Background: an optimization exercise with open tools, aiming at small area. Do not read the settings as production practice. In this exercise RTL edits were held to simulation tests only and were not proved equivalent to the original. Power is estimated from default activity; no workload was simulated.

==> module u2v2_packet_decoder, before the edit <==
module u2v2_packet_decoder (
    input  wire [7:0]  head,
    input  wire [7:0]  ck_hi,
    input  wire [7:0]  ck_lo,
    input  wire [7:0]  in_data,
    input  wire [11:0] acc,
    input  wire        clr,
    input  wire        add_en,
    input  wire        xor_en,
    output wire        head02,
    output wire        in02,
    output wire        in03,
    output wire        sum_ok,
    output wire [11:0] acc_nx,
    output wire [7:0]  tail_rot
);
    localparam [7:0] START     = 8'h02;
    localparam [7:0] END_MARK  = 8'h03;
    localparam [7:0] KEY_CONST = 8'h26;
    assign head02 = (head == START);
    assign in02   = (in_data == START);
    assign in03   = (in_data == END_MARK);
    assign sum_ok = ({ck_hi, ck_lo} == {4'd0, acc});
    assign tail_rot = head ^ (xor_en ? (acc[7:0] ^ KEY_CONST) : 8'h00);
    wire [11:0] a = clr ? 12'd0 : acc;
    wire [7:0]  b = add_en ? head : 8'd0;
    wire [12:0] cy;
    assign cy[0] = 1'b0;
    genvar g;
    generate
        for (g = 0; g < 12; g = g + 1) begin : g_add
            if (g < 8) begin : g_fa
                assign acc_nx[g] = a[g] ^ b[g] ^ cy[g];
                assign cy[g+1]   = (a[g] & b[g]) | (cy[g] & (a[g] ^ b[g]));
            end else begin : g_ha
                assign acc_nx[g] = a[g] ^ cy[g];
                assign cy[g+1]   = a[g] & cy[g];
            end
        end
    endgenerate
endmodule
==> module u2v2_framer, before the edit <==
module u2v2_framer (
    input  wire        clk,
    input  wire        rst,           
    input  wire        rd_req,
    input  wire        rd_cancel,
    output wire        busy,
    output wire        out_valid,
    output wire [63:0] out_payload,
    output wire        in_ready,
    input  wire        in_valid,
    input  wire [7:0]  in_data
);
    reg [7:0]  r [0:11];
    reg [3:0]  c;
    reg [3:0]  L;
    reg        due;
    reg        busy_q;
    reg [11:0] acc;
    wire aligned = (c == 4'd12);
    wire [7:0] head = r[0];
    wire add_en = ~due & (c > 4'd2);
    wire xm = due & (L == 4'd15) & (c <= 4'd10) & (c >= 4'd3);
    wire head02, in02, in03, sum_ok;
    wire [7:0]  tail_rot;
    wire [11:0] acc_nx;
    u2v2_packet_decoder u_pd (
        .head     (head),
        .ck_hi    (r[10]),
        .ck_lo    (r[11]),
        .in_data  (in_data),
        .acc      (acc),
        .clr      (aligned),
        .add_en   (add_en),
        .xor_en   (xm),
        .head02   (head02),
        .in02     (in02),
        .in03     (in03),
        .sum_ok   (sum_ok),
        .acc_nx   (acc_nx),
        .tail_rot (tail_rot)
    );
    wire can_take = aligned & ~due & ((L <= 4'd12) | (L == 4'd14));
    assign in_ready  = busy_q & ~rd_cancel & can_take;
    wire take = in_ready & in_valid;
    wire good = (L == 4'd14) & sum_ok & in03;
    wire ins  = take & ~good;
    assign busy      = busy_q;
    assign out_valid = busy_q & due & (L == 4'd0) & aligned;
    assign out_payload = {r[2], r[3], r[4], r[5], r[6], r[7], r[8], r[9]};
    integer i;
    always @(posedge clk) begin
        for (i = 0; i < 11; i = i + 1)
            r[i] <= r[i + 1];
        r[11] <= ins ? in_data : tail_rot;
        acc <= acc_nx;
    end
    always @(posedge clk) begin
        if (rst) begin
            busy_q <= 1'b0;
            due    <= 1'b0;
            L      <= 4'd0;
            c      <= 4'd12;
        end else begin
            if (!busy_q)
                busy_q <= rd_req;
            else if (out_valid | rd_cancel)
                busy_q <= 1'b0;
            if (!ins)
                c <= (c == 4'd1) ? 4'd12 : c - 4'd1;
            if (out_valid)
                due <= 1'b0;
            if (take) begin
                if (good) begin
                    due <= 1'b1;
                    L   <= 4'd15;
                end else if (L == 4'd0)
                    L <= in02 ? 4'd1 : 4'd0;
                else if (L == 4'd14)
                    L <= head02 ? 4'd13 : 4'd15;
                else
                    L <= L + 4'd1;
            end else if (!due) begin
                if (L == 4'd15) begin
                    if (head02)
                        L <= c;
                    else if (c == 4'd1)
                        L <= 4'd0;
                end else if (L == 4'd13 && c == 4'd1)
                    L <= 4'd14;
            end else if (L == 4'd15 && c == 4'd1) begin
                L <= 4'd0;
            end
        end
    end
endmodule
==> flow/config.mk <==
export PLATFORM = sky130hd
export DESIGN_NAME = u2v2_framer
export DESIGN_NICKNAME = u2v2_framer
export VERILOG_FILES = /design/flow/design.v
export SDC_FILE = /design/flow/constraint.sdc
export NUM_CORES = 4
export LEC_CHECK = 0
export CAP_MARGIN = 20
export CORE_MARGIN = 2
export CORE_UTILIZATION = 40
export PLACE_DENSITY = 0.6
export SLEW_MARGIN = 20
==> flow/constraint.sdc <==
create_clock -name core_clock -period 10.0 [get_ports {clk}]
set_input_delay 2.0000 -clock core_clock [delete_from_list [all_inputs] [get_ports {clk}]]
set_output_delay 2.0000 -clock core_clock [all_outputs]
set_load 0.01 [all_outputs]
standard.sh (not shown) runs the stock make flow with config.mk's settings and CLKGATE_MAP_FILE= SYNTH_SCRIPT=/design/flow/synth_recipe.tcl, a recipe that flattens the netlist after the stock synthesis.
==> flow/flow/run.sh <==
#!/bin/bash
# Standard layout, with single-drive port buffers, a clock tree without
# dummy loads and power (size) recovery after global routing.
set -euo pipefail
bash standard.sh \
  "BUFFER_PORTS_ARGS=-buffer_cell sky130_fd_sc_hd__buf_1" \
  "CTS_ARGS=-sink_clustering_enable -repair_clock_nets -dont_use_dummy_load -buf_list sky130_fd_sc_hd__clkbuf_4" \
  "RECOVER_POWER=100" \
  finish > make_finish.log 2>&1
The first run completed with no timing, DRC or antenna violations.
==> next run, changes <==
--- a/flow/design.v
+++ b/flow/design.v
@@ -1,12 +1,12 @@
 module u2v2_packet_decoder (
     input  wire [7:0]  head,
-    input  wire [7:0]  ck_hi,
+    input  wire [7:0]  tap,
     input  wire [7:0]  ck_lo,
     input  wire [7:0]  in_data,
     input  wire [11:0] acc,
-    input  wire        clr,
+    input  wire        ld,
     input  wire        add_en,
     input  wire        xor_en,
     output wire        head02,
     output wire        in02,
     output wire        in03,
@@ -18,28 +18,29 @@
     localparam [7:0] END_MARK  = 8'h03;
     localparam [7:0] KEY_CONST = 8'h26;
     assign head02 = (head == START);
     assign in02   = (in_data == START);
     assign in03   = (in_data == END_MARK);
-    assign sum_ok = ({ck_hi, ck_lo} == {4'd0, acc});
-    assign tail_rot = head ^ (xor_en ? (acc[7:0] ^ KEY_CONST) : 8'h00);
-    wire [11:0] a = clr ? 12'd0 : acc;
-    wire [7:0]  b = add_en ? head : 8'd0;
+    assign sum_ok = (&acc) & (tap[7:4] == 4'd0);
+    assign tail_rot = head ^ (xor_en ? (~acc[7:0] ^ KEY_CONST) : 8'h00);
+    wire [7:0]  b = add_en ? tap : 8'd0;
     wire [12:0] cy;
+    wire [11:0] sum;
     assign cy[0] = 1'b0;
     genvar g;
     generate
         for (g = 0; g < 12; g = g + 1) begin : g_add
             if (g < 8) begin : g_fa
-                assign acc_nx[g] = a[g] ^ b[g] ^ cy[g];
-                assign cy[g+1]   = (a[g] & b[g]) | (cy[g] & (a[g] ^ b[g]));
+                assign sum[g]  = acc[g] ^ b[g] ^ cy[g];
+                assign cy[g+1] = (acc[g] & b[g]) | (cy[g] & (acc[g] ^ b[g]));
             end else begin : g_ha
-                assign acc_nx[g] = a[g] ^ cy[g];
-                assign cy[g+1]   = a[g] & cy[g];
+                assign sum[g]  = acc[g] ^ cy[g];
+                assign cy[g+1] = acc[g] & cy[g];
             end
         end
     endgenerate
+    assign acc_nx = ld ? ~{tap[3:0], ck_lo} : sum;
 endmodule
 module u2v2_framer (
     input  wire        clk,
     input  wire        rst,           
     input  wire        rd_req,
@@ -57,22 +58,23 @@
     reg        due;
     reg        busy_q;
     reg [11:0] acc;
     wire aligned = (c == 4'd12);
     wire [7:0] head = r[0];
-    wire add_en = ~due & (c > 4'd2);
-    wire xm = due & (L == 4'd15) & (c <= 4'd10) & (c >= 4'd3);
+    wire ld     = due ? (c == 4'd11) : aligned;
+    wire add_en = ~due & ~aligned & (c != 4'd11);
+    wire xm = due & L[0];
     wire head02, in02, in03, sum_ok;
     wire [7:0]  tail_rot;
     wire [11:0] acc_nx;
     u2v2_packet_decoder u_pd (
         .head     (head),
-        .ck_hi    (r[10]),
+        .tap      (r[10]),
         .ck_lo    (r[11]),
         .in_data  (in_data),
         .acc      (acc),
-        .clr      (aligned),
+        .ld       (ld),
         .add_en   (add_en),
         .xor_en   (xm),
         .head02   (head02),
         .in02     (in02),
         .in03     (in03),
@@ -84,11 +86,11 @@
     assign in_ready  = busy_q & ~rd_cancel & can_take;
     wire take = in_ready & in_valid;
     wire good = (L == 4'd14) & sum_ok & in03;
     wire ins  = take & ~good;
     assign busy      = busy_q;
-    assign out_valid = busy_q & due & (L == 4'd0) & aligned;
+    assign out_valid = busy_q & due & ~L[0] & aligned;
     assign out_payload = {r[2], r[3], r[4], r[5], r[6], r[7], r[8], r[9]};
     integer i;
     always @(posedge clk) begin
         for (i = 0; i < 11; i = i + 1)
             r[i] <= r[i + 1];
@@ -126,11 +128,11 @@
                         L <= c;
                     else if (c == 4'd1)
                         L <= 4'd0;
                 end else if (L == 4'd13 && c == 4'd1)
                     L <= 4'd14;
-            end else if (L == 4'd15 && c == 4'd1) begin
+            end else if (c == 4'd1) begin
                 L <= 4'd0;
             end
         end
     end
 endmodule
=> The changed run completed, yet does not pass: max-capacitance violations, max-slew violations; first-iteration DRC count falls by 18%; total power rises by 17%; clock-buffer cell count does not change; design area falls by 2.3%; hold slack stays flat; core utilization falls by 0.63 points; register-to-register slack gains 0.02 ns; combinational power rises by 120%; sequential power rises by 8.7%; area after synthesis falls by 2.0%; die area falls by 1.9%; worst setup slack loses 0.75 ns.

==> afterwards: timing with drivers on the ports <==
Ports are ideal in the flow. The routed layouts listed here were re-timed in OpenROAD. Step 1: set_driving_cell puts a clkbuf_16 on clk and a buf_2 on each other input, an assumption about the parent block. Step 2 adds t to the input delays and takes it off the output delays; t is the mean of the earliest and latest rising clock arrival at the registers after step 1. Input paths then give back, and output paths get back, about the clock's delay inside the block. Three values: no drivers, after step 1, after step 2; two values: the first two.
run | t, ns | setup WS [ns] | worst slew at a driven data input, ns
the first run | 0.496 | 4.857 / 4.857 / 4.857 | 0.03
the second run | 0.491 | 4.105 / 4.115 / 3.624 | 0.04
The setup slack of the second run, which loses most, moves by +0.010 ns with the drivers and by -0.481 ns with both steps.
